What follows belongs to an exercise in optimizing a design on an open flow for small area, a short achievable clock period and few clock cycles; a production flow would make more cautious choices.
The RTL of this run was laid out without a check of its function.
Power and IR drop assume default switching activity.

**flow/run.sh**
```bash
#!/bin/bash
# synth_recipe.tcl (not shown) runs the flow's synth.tcl, then flattens the netlist and writes it again
# the make line also repeats each setting of config.mk as NAME=value (left out here)
make -C /OpenROAD-flow-scripts/flow DESIGN_CONFIG=/design/flow/config.mk WORK_HOME=/design/flow/orfs CLKGATE_MAP_FILE= SYNTH_SCRIPT=/design/flow/synth_recipe.tcl finish
```
**flow/config.mk**
```make
export PLATFORM = sky130hd
export DESIGN_NAME = deco8_decode
export DESIGN_NICKNAME = deco8_decode
export VERILOG_FILES = /design/flow/design.v
export SDC_FILE = /design/flow/constraint.sdc
export NUM_CORES = 4
export LEC_CHECK = 0
export CAP_MARGIN = 20
export CORE_MARGIN = 2
export CORE_UTILIZATION = 40
export SLEW_MARGIN = 20
```
**flow/constraint.sdc**
```tcl
create_clock -name core_clock -period 10.0 [get_ports {clk}]
set_input_delay 2.0000 -clock core_clock [delete_from_list [all_inputs] [get_ports {clk}]]
set_output_delay 2.0000 -clock core_clock [all_outputs]
set_load 0.01 [all_outputs]
```
**flow/design.v**
```verilog
module deco8_decode (
    input  wire        clk,
    input  wire        rst,           
    input  wire        start,         
    input  wire        cartlen_ok,    
    output reg         cart_re,
    output reg  [14:0] cart_addr,
    input  wire [7:0]  cart_rdata,
    output reg         out_re,
    output reg  [17:0] out_raddr,
    input  wire [7:0]  out_rdata,
    output reg         out_we,
    output reg  [17:0] out_waddr,
    output reg  [7:0]  out_wdata,
    output reg         done,
    output reg  [15:0] status,
    output reg  [1:0]  version,
    output reg  [31:0] magic,
    output reg  [15:0] dlen,
    output reg  [15:0] hdr6,
    output reg  [17:0] textlen,
    output reg         text_valid,
    output reg         empty
);
    localparam [31:0] MAGIC_V1 = 32'h3A633A00;
    localparam [31:0] MAGIC_V2 = 32'h00707861;
    localparam [14:0] CODE_BASE = 15'h4300;
    localparam [14:0] BODY_BASE = 15'h4308;
    localparam [3:0] S_IDLE  = 4'd0,
                     S_HDR   = 4'd1,
                     S_CLASS = 4'd2,
                     S_V0    = 4'd3,
                     S_V1    = 4'd4,
                     S_CP    = 4'd5,
                     S_V2A   = 4'd6,
                     S_V2W   = 4'd7,
                     S_V2B   = 4'd8,
                     S_FIN   = 4'd9,
                     S_ERR   = 4'd10;
    localparam [1:0] E_TRUNC = 2'd0, E_BREF = 2'd1;
    reg [3:0]  st;
    reg        start_r, ok_r;
    reg [63:0] hdr;
    reg [1:0]  ver;
    reg [13:0] c;           
    reg [17:0] olen;        
    reg [3:0]  cnt;         
    reg [1:0]  ecode;
    reg        mism;        
    reg        a_v;         
    reg [7:0]  fq0, fq1, fq2, fq3;
    reg [1:0]  wp, rp;
    reg [2:0]  fcnt;
    reg        r_v;         
    reg        r_cmp;       
    reg [7:0]  r_lit;
    reg        d_v, d_cp, d_cmp;    
    reg [7:0]  d_lit;
    reg        w_cmp;
    reg [1:0]  u_need;
    reg [2:0]  u_rng;       
    reg        u_bad;
    wire [31:0] hdr_magic = hdr[63:32];
    wire [15:0] hdr_dlen  = hdr[31:16];
    wire [15:0] hdr_clen  = hdr[15:0];
    wire        v2        = (ver == 2'd2);
    function [7:0] lookup;
        input [5:0] i;
        begin
            case (i)
                6'd0:  lookup = 8'h0A;
                6'd1:  lookup = 8'h20;
                6'd38: lookup = "!";
                6'd39: lookup = "#";
                6'd40: lookup = "%";
                6'd41: lookup = "(";
                6'd42: lookup = ")";
                6'd43: lookup = "{";
                6'd44: lookup = "}";
                6'd45: lookup = "[";
                6'd46: lookup = "]";
                6'd47: lookup = "<";
                6'd48: lookup = ">";
                6'd49: lookup = "+";
                6'd50: lookup = "=";
                6'd51: lookup = "/";
                6'd52: lookup = "*";
                6'd53: lookup = ":";
                6'd54: lookup = ";";
                6'd55: lookup = ".";
                6'd56: lookup = ",";
                6'd57: lookup = "~";
                6'd58: lookup = "_";
                default: begin
                    if (i < 6'd12) lookup = 8'h30 + {2'b00, i} - 8'd2;
                    else           lookup = 8'h61 + {2'b00, i} - 8'd12;
                end
            endcase
        end
    endfunction
    reg [7:0] q0, q1;
    always @(*) begin
        case (rp)
            2'd0: begin q0 = fq0; q1 = fq1; end
            2'd1: begin q0 = fq1; q1 = fq2; end
            2'd2: begin q0 = fq2; q1 = fq3; end
            default: begin q0 = fq3; q1 = fq0; end
        endcase
    end
    wire av0 = (fcnt != 3'd0);
    wire av1 = (fcnt[2] | fcnt[1]);
    wire        is_tab  = (q0 != 8'd0) && (q0 <= 8'h3B);
    wire [18:0] src_x   = {1'b0, olen} + 19'h3C0 - {7'd0, q0, q1[7:4]};
    wire [11:0] bdist    = {q0 - 8'h3C, q1[7:4]};
    wire [4:0]  blen    = {1'b0, q1[3:0]} + 5'd2;
    wire        bref_bad = src_x[18] || ({7'd0, blen} > bdist);
    wire c_lt_dlen = ({2'b00, c} < hdr_dlen);
    wire c_trunc0  = (c >= 14'd15608);
    wire c_trunc1  = (c == 14'd15607);
    reg [1:0]  pop;
    reg        emit;        
    reg        emit_cp;     
    reg        emit_cmp;    
    reg [1:0]  rsel;        
    reg        cnt_inc;     
    reg [3:0]  nst;
    reg        fin;
    reg [15:0] fin_status;
    reg        fin_ok;
    reg        restart;
    reg [14:0] restart_addr;
    reg        c_clr;
    reg        set_err;
    reg [1:0]  set_ecode;
    reg        wa_clr;
    always @(*) begin
        pop = 2'd0; emit = 1'b0; emit_cp = 1'b0; emit_cmp = 1'b0; rsel = 2'd0;
        cnt_inc = 1'b0; nst = st; fin = 1'b0; fin_status = 16'h0001; fin_ok = 1'b0;
        restart = 1'b0; restart_addr = CODE_BASE; c_clr = 1'b0;
        set_err = 1'b0; set_ecode = E_TRUNC; wa_clr = 1'b0;
        case (st)
            S_IDLE: begin
                if (start_r) begin
                    if (!ok_r) begin
                        fin = 1'b1; fin_status = 16'h010B;
                    end else begin
                        restart = 1'b1; nst = S_HDR;
                    end
                end
            end
            S_HDR: begin
                if (av0) begin
                    pop = 2'd1;
                    if (c[2:0] == 3'd7) nst = S_CLASS;
                end
            end
            S_CLASS: begin
                c_clr = 1'b1;
                if (hdr_magic == MAGIC_V1) begin
                    nst = S_V1;
                end else if (hdr_magic == MAGIC_V2) begin
                    if (hdr_clen < 16'd264 || hdr_clen > 16'd15616) begin
                        fin = 1'b1; fin_status = 16'h0507;
                    end else begin
                        nst = S_V2A;
                    end
                end else begin
                    restart = 1'b1; nst = S_V0;
                end
            end
            S_V0: begin
                if (c == 14'd15616) begin
                    nst = S_FIN;
                end else if (av0) begin
                    pop = 2'd1;
                    if (q0 == 8'd0) nst = S_FIN;
                    else begin emit = 1'b1; cnt_inc = 1'b1; end
                end
            end
            S_V1: begin
                if (!c_lt_dlen) begin
                    nst = S_FIN;
                end else if (c_trunc0) begin
                    set_err = 1'b1; set_ecode = E_TRUNC; nst = S_ERR;
                end else if (av0) begin
                    if (is_tab) begin
                        pop = 2'd1; emit = 1'b1; cnt_inc = 1'b1;
                    end else if (c_trunc1) begin
                        set_err = 1'b1; set_ecode = E_TRUNC; nst = S_ERR;
                    end else if (av1) begin
                        pop = 2'd2; emit = 1'b1; cnt_inc = 1'b1;
                        if (q0 != 8'd0) begin
                            emit_cp = 1'b1; rsel = 2'd0;
                            if (bdist == 12'd2 && r_v && d_v) begin
                                pop = 2'd0; emit = 1'b0; emit_cp = 1'b0; cnt_inc = 1'b0;
                            end else if (bref_bad) begin
                                set_err = 1'b1; set_ecode = E_BREF; nst = S_ERR;
                            end else begin
                                nst = S_CP;
                            end
                        end
                    end
                end
            end
            S_CP: begin
                emit = 1'b1; emit_cp = 1'b1; rsel = 2'd1; cnt_inc = 1'b1;
                if (cnt == 4'd0) nst = S_V1;
            end
            S_V2A: begin
                if (c[8]) begin
                    c_clr = 1'b1; restart = 1'b1; restart_addr = BODY_BASE; nst = S_V2W;
                end else if (av0) begin
                    pop = 2'd1; emit = 1'b1; rsel = 2'd2;
                end
            end
            S_V2W: begin
                if (!r_v && !d_v && !out_we) begin
                    wa_clr = 1'b1; nst = S_V2B;
                end
            end
            S_V2B: begin
                if (c[8]) begin
                    nst = S_FIN;
                end else if (av0) begin
                    pop = 2'd1; emit_cp = 1'b1; emit_cmp = 1'b1; rsel = 2'd2;
                end
            end
            S_FIN: begin
                if (!r_v && !d_v && !out_we && !r_cmp && !d_cmp && !w_cmp) begin
                    fin = 1'b1;
                    if (v2) begin
                        if (mism)                    fin_status = 16'h0607;
                        else if (hdr_dlen != 16'd0)  fin_status = 16'h010F;
                        else                         fin_ok = 1'b1;
                    end else begin
                        if (u_bad || u_need != 2'd0) fin_status = 16'h020B;
                        else                         fin_ok = 1'b1;
                    end
                end
            end
            S_ERR: begin
                fin = 1'b1;
                fin_status = (ecode == E_BREF) ? 16'h040B : 16'h030B;
            end
            default: nst = S_IDLE;
        endcase
        if (fin) nst = S_IDLE;
    end
    wire [2:0] occ_after = fcnt + {2'b00, a_v} + {2'b00, cart_re} - {1'b0, pop};
    wire       issue     = (st != S_IDLE) && !fin && (occ_after < 3'd4);
    always @(posedge clk) begin
        a_v <= cart_re && !restart;
        if (restart) begin
            cart_re   <= 1'b1;
            cart_addr <= restart_addr;
        end else begin
            cart_re   <= issue;
            cart_addr <= cart_addr + {14'd0, cart_re};
        end
        if (a_v) begin
            case (wp)
                2'd0: fq0 <= cart_rdata;
                2'd1: fq1 <= cart_rdata;
                2'd2: fq2 <= cart_rdata;
                default: fq3 <= cart_rdata;
            endcase
        end
        if (restart) begin
            wp   <= 2'd0;
            rp   <= 2'd0;
            fcnt <= 3'd0;
        end else begin
            wp   <= wp + {1'b0, a_v};
            rp   <= rp + pop;
            fcnt <= fcnt + {2'b00, a_v} - {1'b0, pop};
        end
        if (st == S_HDR && av0) hdr <= {hdr[55:0], q0};
        if (st == S_CLASS)
            ver <= (hdr_magic == MAGIC_V1) ? 2'd1 : (hdr_magic == MAGIC_V2) ? 2'd2 : 2'd0;
        if (restart && st == S_IDLE) begin
            c    <= 14'd0;
            olen <= 18'd0;
            mism <= 1'b0;
        end else begin
            if (c_clr) c <= 14'd0;
            else       c <= c + {12'd0, pop};
            if (wa_clr) olen <= 18'd0;
            else if (cnt_inc || (v2 && d_v)) olen <= olen + 18'd1;
        end
        if (st == S_CP) cnt <= cnt - 4'd1;
        else            cnt <= q1[3:0];
        if (set_err) ecode <= set_ecode;
        out_re <= emit_cp;
        case (rsel)
            2'd0: out_raddr <= src_x[17:0];
            2'd1: out_raddr <= out_raddr + 18'd1;
            default: out_raddr <= {10'd0, q0};
        endcase
        if (st == S_V0 || v2) r_lit <= q0;
        else if (is_tab)     r_lit <= lookup(q0[5:0] - 6'd1);
        else                 r_lit <= q1;
        d_cp  <= out_re;
        d_lit <= r_lit;
        out_wdata <= d_cp ? out_rdata : v2 ? olen[7:0] : d_lit;
        if (restart && st == S_IDLE)
            out_waddr <= 18'd0;
        else if (wa_clr)
            out_waddr <= 18'd0;
        else if (v2 && d_v)
            out_waddr <= {10'd0, d_lit};
        else
            out_waddr <= out_waddr + {17'd0, out_we | w_cmp};
        if (w_cmp && out_wdata != out_waddr[7:0]) mism <= 1'b1;
        if (restart && st == S_IDLE) begin
            u_need <= 2'd0;
            u_rng  <= 3'd0;
            u_bad  <= 1'b0;
        end else if (out_we && !v2) begin
            if (u_need == 2'd0) begin
                u_rng <= 3'd0;
                if (out_wdata < 8'h80) begin
                    u_need <= 2'd0;
                end else if (out_wdata >= 8'hC2 && out_wdata <= 8'hDF) begin
                    u_need <= 2'd1;
                end else if (out_wdata == 8'hE0) begin
                    u_need <= 2'd2; u_rng <= 3'd1;
                end else if (out_wdata == 8'hED) begin
                    u_need <= 2'd2; u_rng <= 3'd2;
                end else if (out_wdata >= 8'hE1 && out_wdata <= 8'hEF) begin
                    u_need <= 2'd2;
                end else if (out_wdata == 8'hF0) begin
                    u_need <= 2'd3; u_rng <= 3'd3;
                end else if (out_wdata == 8'hF4) begin
                    u_need <= 2'd3; u_rng <= 3'd4;
                end else if (out_wdata >= 8'hF1 && out_wdata <= 8'hF3) begin
                    u_need <= 2'd3;
                end else begin
                    u_bad <= 1'b1;
                end
            end else begin
                u_rng <= 3'd0;
                if (out_wdata[7:6] == 2'b10 &&
                    (u_rng == 3'd0 ||
                     (u_rng == 3'd1 &&  out_wdata[5]) ||
                     (u_rng == 3'd2 && !out_wdata[5]) ||
                     (u_rng == 3'd3 &&  (out_wdata[5] | out_wdata[4])) ||
                     (u_rng == 3'd4 && !(out_wdata[5] | out_wdata[4]))))
                    u_need <= u_need - 2'd1;
                else
                    u_bad <= 1'b1;
            end
        end
        if (rst) begin
            st         <= S_IDLE;
            start_r    <= 1'b0;
            r_v        <= 1'b0;
            r_cmp      <= 1'b0;
            d_v        <= 1'b0;
            d_cmp      <= 1'b0;
            out_we     <= 1'b0;
            w_cmp      <= 1'b0;
            done       <= 1'b0;
            status     <= 16'h0000;
            version    <= 2'd3;
            magic      <= 32'd0;
            dlen       <= 16'd0;
            hdr6       <= 16'd0;
            textlen    <= 18'd0;
            text_valid <= 1'b0;
            empty      <= 1'b0;
        end else begin
            st      <= nst;
            start_r <= start;
            ok_r    <= cartlen_ok;
            r_v     <= emit && !fin;
            r_cmp   <= emit_cmp;
            d_v     <= r_v;
            d_cmp   <= r_cmp;
            out_we  <= d_v;
            w_cmp   <= d_cmp;
            done    <= fin;
            if (fin) begin
                status <= fin_status;
                if (fin_ok) begin
                    version    <= ver;
                    magic      <= hdr_magic;
                    dlen       <= hdr_dlen;
                    hdr6       <= hdr_clen;
                    textlen    <= olen;
                    text_valid <= 1'b1;
                    empty      <= (olen == 18'd0);
                end
            end
        end
    end
endmodule
```
==> results.txt <==
registers in the layout, indices dropped and copies added, names as in the netlist, 8 cells and up:
name / count
c: 14
cart_addr: 15
d_lit: 8
dlen: 16
fq0: 8
fq1: 8
fq2: 8
fq3: 8
hdr: 64
hdr6: 16
magic: 32
olen: 18
out_raddr: 18
out_waddr: 18
out_wdata: 8
r_lit: 8
textlen: 18
worst reg2reg max path, cell delays in order, from the launching register on:
cell	delay (ns)
dfxtp_1	0.81
mux4_2	0.78
inv_1	0.28
ha_1	0.76
nand3_1	0.16
nor4b_1	0.32
a41oi_1	0.17
and2_1	0.18
a21o_1	0.16
a31oi_2	0.77
a2111oi_0	0.29
xnor2_1	0.21
nor2_1	0.05
final cells by class:
class,instances,area [um2]
fill,3764,20300
multi-input combinational,1243,7920
sequential,334,7690
timing repair buffer,183,1810
clock buffer,51,1070
tap,525,657
inverter,75,282
clock inverter,16,145
power breakdown:
part           switching (mW)  internal (mW)  total, mW
clock                   0.575          0.763       1.34
sequential              0.237           1.64       1.87
combinational           0.981          0.674       1.65
metal layers:
| layer | vias to the layer above | wire length (um) | share of wire (%) | GRT usage, % |
|---|---|---|---|---|
| met5 | - | 0 | 0 | 0 |
| met4 | 0 | 1110 | 2.5 | 6.47 |
| met3 | 75 | 2440 | 5.4 | 3.07 |
| met2 | 375 | 20400 | 45 | 33.2 |
| met1 | 6385 | 21000 | 47 | 29.9 |
| li1 | 6410 | - | - | - |
synthesized netlist by cell type (12+ instances only):
master,number
nand2b_1,13
a21o_1,17
xor2_1,43
mux2i_1,13
nor3_1,37
a211oi_1,16
buf_4,12
and2_1,12
a21oi_1,143
nor4_1,15
mux4_2,15
a31oi_1,13
and3_1,20
nand2_1,270
ha_1,79
nand4_1,22
o21ai_0,49
nor2_1,143
edfxtp_1,100
nand3_1,64
a2111oi_0,14
dfxtp_1,234
inv_1,73
xnor2_1,62
clkbuf_1,66
placed cells by master (no fill, tap or decap), types with 9 or more instances in the layout:
cell | netlist | layout
inv_1 | 73 | 73
nor4b_1 | 9 | 9
nand4_1 | 22 | 22
o211ai_1 | 11 | 11
nor2_1 | 143 | 142
clkdlybuf4s50_1 | 0 | 174
a211oi_1 | 16 | 16
nand2b_1 | 13 | 13
o22ai_1 | 11 | 11
nand2_1 | 270 | 270
ha_1 | 79 | 79
and2_1 | 12 | 12
a31oi_1 | 13 | 13
nor3_1 | 37 | 37
or2_2 | 9 | 9
mux4_2 | 15 | 15
mux2i_1 | 13 | 13
dfxtp_1 | 234 | 234
buf_4 | 12 | 9
xnor2_1 | 62 | 62
and3_1 | 20 | 20
xor2_1 | 43 | 43
nor2b_1 | 10 | 10
a21o_1 | 17 | 17
o21ai_0 | 49 | 49
conb_1 | 1 | 9
a21oi_1 | 143 | 143
edfxtp_1 | 100 | 100
a2111oi_0 | 14 | 13
nor4_1 | 15 | 14
o21a_1 | 10 | 10
nand3_1 | 64 | 64
clkbuf_16 | 0 | 38
worst paths after layout:
check,slack [ns],startpoint,cells after the start,to
worst min register to register,0.33,r_lit[3],0,d_lit[3]
worst max-delay path,4.94,rp[1],12,olen[17]
worst max register to register,4.94,rp[1],12,olen[17]
worst min-delay path,0.33,r_lit[3],0,d_lit[3]
cell families after synthesis:
group	after synthesis	share of synthesized area (%)
simple gates	666	19.3
compound gates	350	13.8
flops	334	47.3
buf+inv	165	4.31
xor+xnor	106	5.83
fa+ha+maj	82	6.45
mux	30	3.02
other cells	1	0.0231
per-stage QoR:
stage | util, % | power, mW
4_1_cts | 49.0 | 4.89
2_1_floorplan | - | 3.00
3_5_place_dp | 46.0 | 3.53
3_3_place_gp | 46.0 | 3.53
5_1_grt | 49.0 | 5.16
6_report | 49.0 | 4.87
==> flow_summary.json <==
{
  "status": "finished clean",
  "wirelength_mm": 44.9,
  "ios": 185,
  "tightest_slew_ns": 1.12,
  "drv_slew": 0,
  "final_antenna_net_count": 0,
  "ys_async_sr_fraction_pct": 0,
  "hpwlAfterDp_mm": 32.8,
  "start_util_pct": 40.7,
  "yosysTopAreaCell": "dfxtp_1",
  "area_growth_pct": 20.4,
  "cpPeakStageDelay_ns": 0.81,
  "rsz0062_at_grt": "no",
  "design_area_um2": 19600,
  "drtIter0Drc": 797,
  "ir_worst_vdd_mv": 0.116,
  "cp.arrival_ns": 5.48,
  "overflow": 0,
  "gp_congestion": 0.897,
  "finalSetupViolCount": 0,
  "period_needed_ns": 5.06,
  "grt.total_usage_pct": 21.1,
  "critPathBufInv": 1,
  "synthTopCellsByArea": "dfxtp_1 (29%), edfxtp_1 (18%), nand2_1 (6.2%)",
  "grt_max_degree": 85,
  "cts_tree": "done",
  "clkTransAtPathRegs_ns": 0.06,
  "netlist_area_um2": 16300,
  "synth_edf_count": 100,
  "dpl.cell_count": 2360,
  "critPathLaunchType": "register",
  "skew_ns": 0.0198,
  "hp-class": "register to register",
  "place_worst_setup_slack_ns": 4.95,
  "synth-seq-cells": 334,
  "vias_per_cell": 5.46,
  "synth_cells": 1734,
  "crit_fanout": 19,
  "hold-worst-slack_ns": 0.329,
  "drt_first_pass_iters": 6,
  "drive_gt1_share_pct": 6.36,
  "portBuffers": 175,
  "maxCapViolCount": 0,
  "layout.cells.non_filler": 2427,
  "p_leak_nw": 7.18,
  "antenna_found_initial": 1,
  "rows": 73,
  "slew_headroom_pct": 24.5,
  "synth_top_area_share_pct": 28.8,
  "die_w_um": 206,
  "hold_viol_final": 0,
  "post_cts_buffers": 0,
  "coreArea_um2": 39900,
  "hold_buffers": 0,
  "ys.warnings.count": 1,
  "synth-seq-area-share_pct": 47.3,
  "tns_ns": 0,
  "postPlaceCellArea_um2": 18400,
  "cp-end-kind": "register",
  "cts-resized-gates": 0,
  "cts_sinks": 334,
  "ctsLongestPathBuffers": 3,
  "post-route-period-util_pct": 50.6,
  "worstSkewPairLatency_ns": 0.55,
  "cts_root_buffer": "clkbuf_16",
  "fmax_ghz": 0.198,
  "synth_flop_cell": "dfxtp_1",
  "crit_type": "register to register",
  "cts_htree_levels": 2,
  "path_cells": "mux4_2, inv_1, ha_1, nand3_1, nor4b_1, a41oi_1, and2_1, a21o_1, a31oi_2, a2111oi_0, xnor2_1, nor2_1",
  "cts_buffers": 37,
  "insertedDiodeCount": 0,
  "vias": 13200,
  "syn_area_per_cell_um2": 9.38,
  "nets": 1976,
  "cp_slowest_cell": "dfxtp_1",
  "yosysUniqueCellTypes": 92,
  "die_area_um2": 42300,
  "drc": 0,
  "path_delay_family": "compound AO/OA/AOI/OAI gates",
  "powerDensity_nw_per_um2": 249,
  "grt_pass1_wl_mm": 70.7,
  "setup_slack_ns": 4.94,
  "critical_path_required_ns": 10.42,
  "wl_per_cell_um": 18.5,
  "die_h_um": 206,
  "grt_pass1_vias": 12800
}

[static timing again, ports no longer ideal]
How much do the figures lean on ideal ports? The routed layout below was timed once more, with nothing changed but the port constraints. Step 1 assumes that a clkbuf_16 drives the clock port and a buf_2 every other input. Step 2, shift: input delay + t, output delay - t, t = (earliest + latest rising clock arrival at the registers) / 2. This alone moves slack from input paths to output paths. Three values: ideal, step 1, step 2; two values: the first two.
t, ns: 0.594
slack for setup (ns): 4.943 / 4.943 / 4.943
worst hold slack (ns): 0.329 / 0.329 / 0.329
latest minus earliest clock arrival (ns): 0.020 / 0.020
After both steps setup and hold are still met in this run. For this run, drivers alone change the setup slack by 0.000 ns; drivers and shift together by 0.000 ns.
